This design comes from an exercise in tuning for small area on the open sky130 flow, not from production work.
Function was checked by simulation only, so behaviour that the tests miss may differ from the original.
Power is estimated from default activity; no workload was simulated.

==> module dcs_decoder, before the edit <==
module dcs_decoder (
    input  wire        clk,
    input  wire        rst_n,
    input  wire [15:0] cfg_alpha,
    input  wire [25:0] cfg_spb,
    input  wire        in_valid,
    output wire        in_ready,
    input  wire [15:0] in_sample,
    output reg         out_valid,
    output wire        out_bnd,
    output wire        out_bit,
    output reg         out_found,
    output wire [8:0]  out_code,
    output wire        out_inv,
    output reg         out_event
);
    localparam [11:0] NUDGE_K = 12'd3277;
    localparam [10:0] SC      = 11'h38a;    
    reg  [4:0]         mc;           
    reg  [4:0]         pc;           
    reg  [26:0]        pacc;         
    reg  [21:0]        nudge;
    reg  [23:0]        y;
    reg                prev_pos, prev_neg;
    reg  [26:0]        phase;
    reg                lt;
    reg  [23:0]        acc_lo;       
    reg  [11:0]        acc_hi;
    reg                acc_inc, acc_dec;
    reg  [22:0]        win;          
    reg                bnd;
    reg  [10:0]        sa, sb;
    reg  [11:0]        e;            
    reg                va;           
    reg  [8:0]         last_code;    
    reg                last_inv;
    reg  [7:0]         counter;
    wire mstart = (mc == 5'd0) && in_valid && ((pc == 5'd0) || (pc >= 5'd13));
    wire accept = (mc == 5'd16);
    assign in_ready = accept;
    assign out_bnd  = bnd;
    assign out_bit  = win[22];
    assign out_code = last_code;
    assign out_inv  = last_inv;
    wire [15:0] alpha_r = {cfg_alpha[14:0], cfg_alpha[15]};   
    wire        abit    = alpha_r[mc[3:0]];               
    wire [15:0] k_r     = {2'b00, NUDGE_K, 2'b00};        
    wire        kbit    = k_r[pc[3:0]];                   
    reg  [27:0] opnd;
    always @(*) begin
        if (mc != 5'd0)
            opnd = abit ? {{4{in_sample[15]}}, in_sample, 8'h00} : {{4{y[23]}}, y};
        else if (pc == 5'd1)
            opnd = {4'd0, acc_lo};
        else
            opnd = kbit ? {2'b00, cfg_spb} : 28'd0;
    end
    wire [27:0] sum;
    dcs_rca #(.W(28)) u_main (.a({pacc[26], pacc}), .b(opnd), .ci(1'b0),
                              .s(sum), .co());
    wire        y_pos = !y[23] && (y != 24'd0);
    wire        zc    = (prev_neg && y_pos) || (prev_pos && y[23]);
    reg  [26:0] pop;
    reg         pcin;
    always @(*) begin
        case (pc)
            5'd1:    begin pop = lt ? {5'd0, nudge} : ~{5'd0, nudge}; pcin = !lt; end
            5'd3:    begin pop = ~{2'b00, cfg_spb[25:1]}; pcin = 1'b1; end
            5'd4:    begin pop = 27'h10000;                pcin = 1'b0; end
            default: begin pop = ~{1'b0, cfg_spb};         pcin = 1'b1; end
        endcase
    end
    wire [27:0] psum;
    dcs_rca #(.W(27)) u_phase (.a(phase), .b(pop), .ci(pcin),
                               .s(psum[26:0]), .co(psum[27]));
    wire        bnd_n = psum[27];                     
    wire [11:0] acc_hi_n;
    dcs_rca #(.W(12)) u_acch (.a(acc_hi), .b({{11{acc_dec}}, acc_inc | acc_dec}),
                              .ci(1'b0), .s(acc_hi_n), .co());
    wire        acc_nz = (acc_hi_n != 12'd0) || (acc_lo != 24'd0);
    wire        bit_n  = !acc_hi_n[11] && acc_nz;     
    function [10:0] mulx;         
        input [10:0] m;
        reg   [11:0] t;
        begin
            t = {m, 1'b0} ^ (m[10] ? 12'hC75 : 12'h000);
            mulx = t[10:0];
        end
    endfunction
    function [10:0] divx;         
        input [10:0] m;
        reg   [11:0] t;
        begin
            t = {1'b0, m} ^ (m[0] ? 12'hC75 : 12'h000);
            divx = t[11:1];
        end
    endfunction
    wire [10:0] cin = (win[0] ^ bit_n) ? SC : 11'd0;   
    wire        rot = bnd && (pc >= 5'd3) && (pc <= 5'd25);
    wire        det;
    dcs_det u_det (.s((pc <= 5'd14) ? sa : sb), .d(det));
    wire [8:0]  code  = e[8:0] ^ {9{e[11]}};
    wire        inv   = e[11];
    wire        known;
    dcs_code_rom u_rom (.code(code), .known(known));
    wire        ve    = (e[11] == e[10]) && (e[10] == e[9]) && known;
    wire        found = va || ve;
    wire        e_b   = (pc == 5'd15) ? !ve : !va;   
    wire        match = (code == last_code) && (inv == last_inv);
    wire [4:0]  mc_inc, pc_inc;
    dcs_rca #(.W(5)) u_mc (.a(mc), .b(5'd0), .ci(1'b1), .s(mc_inc), .co());
    dcs_rca #(.W(5)) u_pc (.a(pc), .b(5'd0), .ci(1'b1), .s(pc_inc), .co());
    wire [7:0]  counter_inc, counter_dec;
    dcs_rca #(.W(8)) u_cinc (.a(counter), .b(8'd0), .ci(1'b1), .s(counter_inc), .co());
    dcs_rca #(.W(8)) u_cdec (.a(counter), .b(8'hFF), .ci(1'b0), .s(counter_dec), .co());
    always @(posedge clk) begin
        if (mstart)
            pacc <= {{3{y[23]}}, y};
        else if (pc == 5'd1)
            pacc <= 27'd0;
        else
            pacc <= sum[27:1];
        if (pc >= 5'd15 && pc <= 5'd26) begin
            if (e_b)
                e <= {e[10:0], det ^ win[11]};
        end else begin
            e <= {det ^ win[11], e[11:1]};
        end
        if (pc == 5'd15)
            va <= ve;
        if (pc == 5'd1) begin
            acc_inc <= !sum[27] && sum[24];
            acc_dec <= sum[27];
        end
        if (pc == 5'd3)
            lt <= !psum[27];
        if (accept) begin
            prev_pos <= y_pos;
            prev_neg <= y[23];
        end
        if (pc == 5'd13)
            nudge <= sum[26:5];
        out_found <= found;
        out_event <= bnd && found && match && (counter != 8'd0);
        if (!rst_n) begin
            mc        <= 5'd0;
            pc        <= 5'd0;
            out_valid <= 1'b0;
            y         <= 24'd0;
            phase     <= 27'h10000;
            acc_lo    <= 24'd0;
            acc_hi    <= 12'd0;
            win       <= 23'd0;
            bnd       <= 1'b0;
            sa        <= 11'd0;
            sb        <= 11'd0;
            last_code <= 9'd0;
            last_inv  <= 1'b0;
            counter   <= 8'd0;
        end else begin
            out_valid <= (pc == 5'd27);
            if (mstart || (mc != 5'd0 && !accept))
                mc <= mc_inc;
            else if (accept)
                mc <= 5'd0;
            if (accept)
                pc <= 5'd1;
            else if (pc == 5'd27)
                pc <= 5'd0;
            else if (pc != 5'd0)
                pc <= pc_inc;
            if (accept)
                y <= sum[24:1];
            if (pc == 5'd1)
                acc_lo <= sum[23:0];
            if ((pc == 5'd1 && zc) || pc == 5'd4)
                phase <= psum[26:0];
            if (pc == 5'd2) begin
                bnd <= bnd_n;
                if (bnd_n) begin
                    phase  <= psum[26:0];
                    acc_lo <= 24'd0;
                    acc_hi <= 12'd0;
                    win    <= {bit_n, win[22:1]};
                    sa     <= divx(sa ^ cin);
                    sb     <= mulx(sb) ^ cin;
                end else begin
                    acc_hi <= acc_hi_n;
                end
            end else if (rot) begin
                sa  <= divx(sa);
                sb  <= mulx(sb);
                win <= {win[0], win[22:1]};
            end
            if (pc == 5'd27 && bnd) begin
                if (!found) begin
                    if (counter != 8'd0)
                        counter <= counter_dec;
                end else if (!match) begin
                    last_code <= code;
                    last_inv  <= inv;
                    counter   <= 8'd1;
                end else if (counter != 8'hFF) begin
                    counter <= counter_inc;
                end
            end
        end
    end
endmodule
Settings: LEC_CHECK=0, ABC_AREA=1, CAP_MARGIN=20, CORE_MARGIN=2, CORE_UTILIZATION=50, CTS_BUF_LIST=sky130_fd_sc_hd__clkbuf_8, CTS_CLUSTER_DIAMETER=80, CTS_CLUSTER_SIZE=16, PLACE_DENSITY=0.6, SLEW_MARGIN=20, SYNTH_MEMORY_MAX_BITS=65536; clock period 15.0 ns.
standard.sh (not shown) runs the stock make flow with config.mk's settings and CLKGATE_MAP_FILE= SYNTH_SCRIPT=/design/flow/synth_recipe.tcl, a recipe that flattens the netlist after the stock synthesis.
==> flow/flow/run.sh <==
#!/bin/bash
# Layout flow: the standard flow (standard.sh, the standard synthesis and
# ORFS steps) with one change: the port buffers that global placement inserts
# on every input and output are the platform's smallest buffer (buf_1)
# instead of the cell buffer_ports picks by default. The full make output is
# in flow_make.log; each ORFS step's log is under orfs/logs/.
set -euo pipefail
bash standard.sh "BUFFER_PORTS_ARGS=-buffer_cell sky130_fd_sc_hd__buf_1" finish > flow_make.log 2>&1
The starting point completed without violations.
Next try:
--- a/flow/design.v
+++ b/flow/design.v
@@ -773,12 +773,12 @@
     reg                va;           
     reg  [8:0]         last_code;    
     reg                last_inv;
     reg  [7:0]         counter;
     wire mstart = (mc == 5'd0) && in_valid && ((pc == 5'd0) || (pc >= 5'd13));
-    wire accept = (mc == 5'd16);
-    assign in_ready = accept;
+    wire accept = (mc == 5'd16) && in_valid;
+    assign in_ready = (mc == 5'd16);
     assign out_bnd  = bnd;
     assign out_bit  = win[22];
     assign out_code = last_code;
     assign out_inv  = last_inv;
     wire [15:0] alpha_r = {cfg_alpha[14:0], cfg_alpha[15]};   
@@ -896,13 +896,13 @@
             last_code <= 9'd0;
             last_inv  <= 1'b0;
             counter   <= 8'd0;
         end else begin
             out_valid <= (pc == 5'd27);
-            if (mstart || (mc != 5'd0 && !accept))
+            if (mstart || (mc != 5'd0 && mc != 5'd16))
                 mc <= mc_inc;
-            else if (accept)
+            else
                 mc <= 5'd0;
             if (accept)
                 pc <= 5'd1;
             else if (pc == 5'd27)
                 pc <= 5'd0;
Worst setup slack hardly moves.
Core utilization barely changes.
Die area stays flat.
Combinational power came out lower by 67%.
Design area is about the same.
Routed wire length came out lower by 3.4%.
Sequential share of layout area stays flat.
Critical path depth came out lower by 2.
Global-route usage came out lower by 0.95 points.
Area after synthesis stays flat.
Fmax barely changes.
Non-clock buffer count came out lower by 1.

Another version of the RTL of dcs_decoder (not shown whole).
Size in the first run: about 1,900 cells after synthesis, ~240 flip-flops, roughly 77 I/O pins.
export LEC_CHECK = 0
export ABC_AREA = 1
export CAP_MARGIN = 20
export CORE_MARGIN = 2
export CORE_UTILIZATION = 40
export CTS_BUF_LIST = sky130_fd_sc_hd__clkbuf_8
export CTS_CLUSTER_DIAMETER = 80
export CTS_CLUSTER_SIZE = 16
export PLACE_DENSITY = 0.55
export SLEW_MARGIN = 20
export SYNTH_MEMORY_MAX_BITS = 65536
create_clock -name core_clock -period 15.0 [get_ports {clk}]
run.sh (not shown) runs the stock make flow with config.mk's settings and CLKGATE_MAP_FILE= SYNTH_SCRIPT=/design/flow/synth_recipe.tcl, a recipe that flattens the netlist after the stock synthesis.
Stock flow here: none of the scripts above is used.
Then changed:
--- a/flow/design.v
+++ b/flow/design.v
@@ -760,25 +760,26 @@
     reg  [26:0]        pacc;         
     reg  [21:0]        nudge;
     reg  [23:0]        y;
     reg                prev_pos, prev_neg;
     reg  [26:0]        phase;
     reg                lt;
     reg  [23:0]        acc_lo;       
     reg  [11:0]        acc_hi;
     reg                acc_inc, acc_dec;
     reg  [22:0]        win;          
     reg                bnd;
     reg  [10:0]        sa, sb;
-    reg  [23:0]        e;
+    reg  [11:0]        e;            
+    reg                va;           
     reg  [8:0]         last_code;    
     reg                last_inv;
     reg  [7:0]         counter;
     wire mstart = (mc == 5'd0) && in_valid && ((pc == 5'd0) || (pc >= 5'd13));
     wire accept = (mc == 5'd16);
     assign in_ready = accept;
     assign out_bnd  = bnd;
     assign out_bit  = win[22];
     assign out_code = last_code;
     assign out_inv  = last_inv;
     wire [15:0] alpha_r = {cfg_alpha[14:0], cfg_alpha[15]};   
     wire        abit    = alpha_r[mc[3:0]];               
@@ -828,57 +829,53 @@
     function [10:0] divx;         
         input [10:0] m;
         reg   [11:0] t;
         begin
             t = {1'b0, m} ^ (m[0] ? 12'hC75 : 12'h000);
             divx = t[11:1];
         end
     endfunction
     wire [10:0] cin = (win[0] ^ bit_n) ? SC : 11'd0;   
     wire        rot = bnd && (pc >= 5'd3) && (pc <= 5'd25);
     wire        det;
     dcs_det u_det (.s((pc <= 5'd14) ? sa : sb), .d(det));
-    wire [11:0] dA, dB;
-    genvar gi;
-    generate
-        for (gi = 0; gi < 12; gi = gi + 1) begin : g_d
-            assign dA[gi] = win[11 + gi] ^ e[23 - gi];
-            assign dB[gi] = win[11 - gi] ^ e[gi];
-        end
-    endgenerate
-    wire [8:0]  cA = dA[8:0] ^ {9{dA[11]}};
-    wire [8:0]  cB = dB[8:0] ^ {9{dB[11]}};
-    wire        kA, kB;
-    dcs_code_rom u_rom_a (.code(cA), .known(kA));
-    dcs_code_rom u_rom_b (.code(cB), .known(kB));
-    wire        vA = (dA[11] == dA[10]) && (dA[10] == dA[9]) && kA;
-    wire        vB = (dB[11] == dB[10]) && (dB[10] == dB[9]) && kB;
-    wire        found = vA || vB;
-    wire [8:0]  code  = vA ? cA : cB;
-    wire        inv   = vA ? dA[11] : dB[11];
+    wire [8:0]  code  = e[8:0] ^ {9{e[11]}};
+    wire        inv   = e[11];
+    wire        known;
+    dcs_code_rom u_rom (.code(code), .known(known));
+    wire        ve    = (e[11] == e[10]) && (e[10] == e[9]) && known;
+    wire        found = va || ve;
+    wire        e_b   = (pc == 5'd15) ? !ve : !va;   
     wire        match = (code == last_code) && (inv == last_inv);
     wire [4:0]  mc_inc, pc_inc;
     dcs_rca #(.W(5)) u_mc (.a(mc), .b(5'd0), .ci(1'b1), .s(mc_inc), .co());
     dcs_rca #(.W(5)) u_pc (.a(pc), .b(5'd0), .ci(1'b1), .s(pc_inc), .co());
     wire [7:0]  counter_inc, counter_dec;
     dcs_rca #(.W(8)) u_cinc (.a(counter), .b(8'd0), .ci(1'b1), .s(counter_inc), .co());
     dcs_rca #(.W(8)) u_cdec (.a(counter), .b(8'hFF), .ci(1'b0), .s(counter_dec), .co());
     always @(posedge clk) begin
         if (mstart)
             pacc <= {{3{y[23]}}, y};
         else if (pc == 5'd1)
             pacc <= 27'd0;
         else
             pacc <= sum[27:1];
-        e <= {e[22:0], det};
+        if (pc >= 5'd15 && pc <= 5'd26) begin
+            if (e_b)
+                e <= {e[10:0], det ^ win[11]};
+        end else begin
+            e <= {det ^ win[11], e[11:1]};
+        end
+        if (pc == 5'd15)
+            va <= ve;
         if (pc == 5'd1) begin
             acc_inc <= !sum[27] && sum[24];
             acc_dec <= sum[27];
         end
         if (pc == 5'd3)
             lt <= !psum[27];
         if (accept) begin
             prev_pos <= y_pos;
             prev_neg <= y[23];
         end
         if (pc == 5'd13)
             nudge <= sum[26:5];
@@ -921,26 +918,27 @@
                 bnd <= bnd_n;
                 if (bnd_n) begin
                     phase  <= psum[26:0];
                     acc_lo <= 24'd0;
                     acc_hi <= 12'd0;
                     win    <= {bit_n, win[22:1]};
                     sa     <= divx(sa ^ cin);
                     sb     <= mulx(sb) ^ cin;
                 end else begin
                     acc_hi <= acc_hi_n;
                 end
             end else if (rot) begin
-                sa <= divx(sa);
-                sb <= mulx(sb);
+                sa  <= divx(sa);
+                sb  <= mulx(sb);
+                win <= {win[0], win[22:1]};
             end
             if (pc == 5'd27 && bnd) begin
                 if (!found) begin
                     if (counter != 8'd0)
                         counter <= counter_dec;
                 end else if (!match) begin
                     last_code <= code;
                     last_inv  <= inv;
                     counter   <= 8'd1;
                 end else if (counter != 8'hFF) begin
                     counter <= counter_inc;
                 end
Result: The new run went through all stages and came out clean; setup slack gains 0.039 ns; wire length decreases by a few percent; global-route usage came out higher by 0.44 points; hold slack gets better by 0.090 ns; design area came out lower by a few percent; first-iteration DRC count went down by about a fifth; cell count came out lower by a few percent.

[port drivers added, routing unchanged]
The flow's constraints put no driver on any port. The routed layouts listed below were extracted and timed again, unchanged, in two steps. Step 1 (the two cells are an assumption about what drives the block):
set clk [get_ports {clk}]
set_driving_cell -lib_cell sky130_fd_sc_hd__clkbuf_16 $clk
set_driving_cell -lib_cell sky130_fd_sc_hd__buf_2 [delete_from_list [all_inputs] $clk]
Step 2, shift: input delay + t, output delay - t, t = (earliest + latest rising clock arrival at the registers) / 2. This alone moves slack from input paths to output paths. Slacks: ideal ports / drivers / drivers and shift; pairs: ideal ports / drivers.
| run | shift t [ns] | setup WS [ns] | worst setup path at the end | latest minus earliest clock arrival (ns) |
|---|---|---|---|---|
| the first run of note 1 | 0.580 | 0.615 / 0.642 / 0.062 | input to register | 0.035 / 0.035 |
| the second run of note 1 | 0.574 | 0.612 / 0.637 / 0.063 | input to register | 0.020 / 0.020 |
| the first run of note 2 | 0.597 | 0.525 / 0.544 / -0.052 | input to register | 0.019 / 0.019 |
| the second run of note 2 | 0.597 | 0.564 / 0.593 / -0.004 | input to register | 0.041 / 0.041 |
With both steps, setup timing fails in the first run of note 2 and the second run of note 2, where it was met with ideal ports. The setup slack of the first run of note 2, which loses most, moves by +0.019 ns with the drivers and by -0.577 ns with both steps.
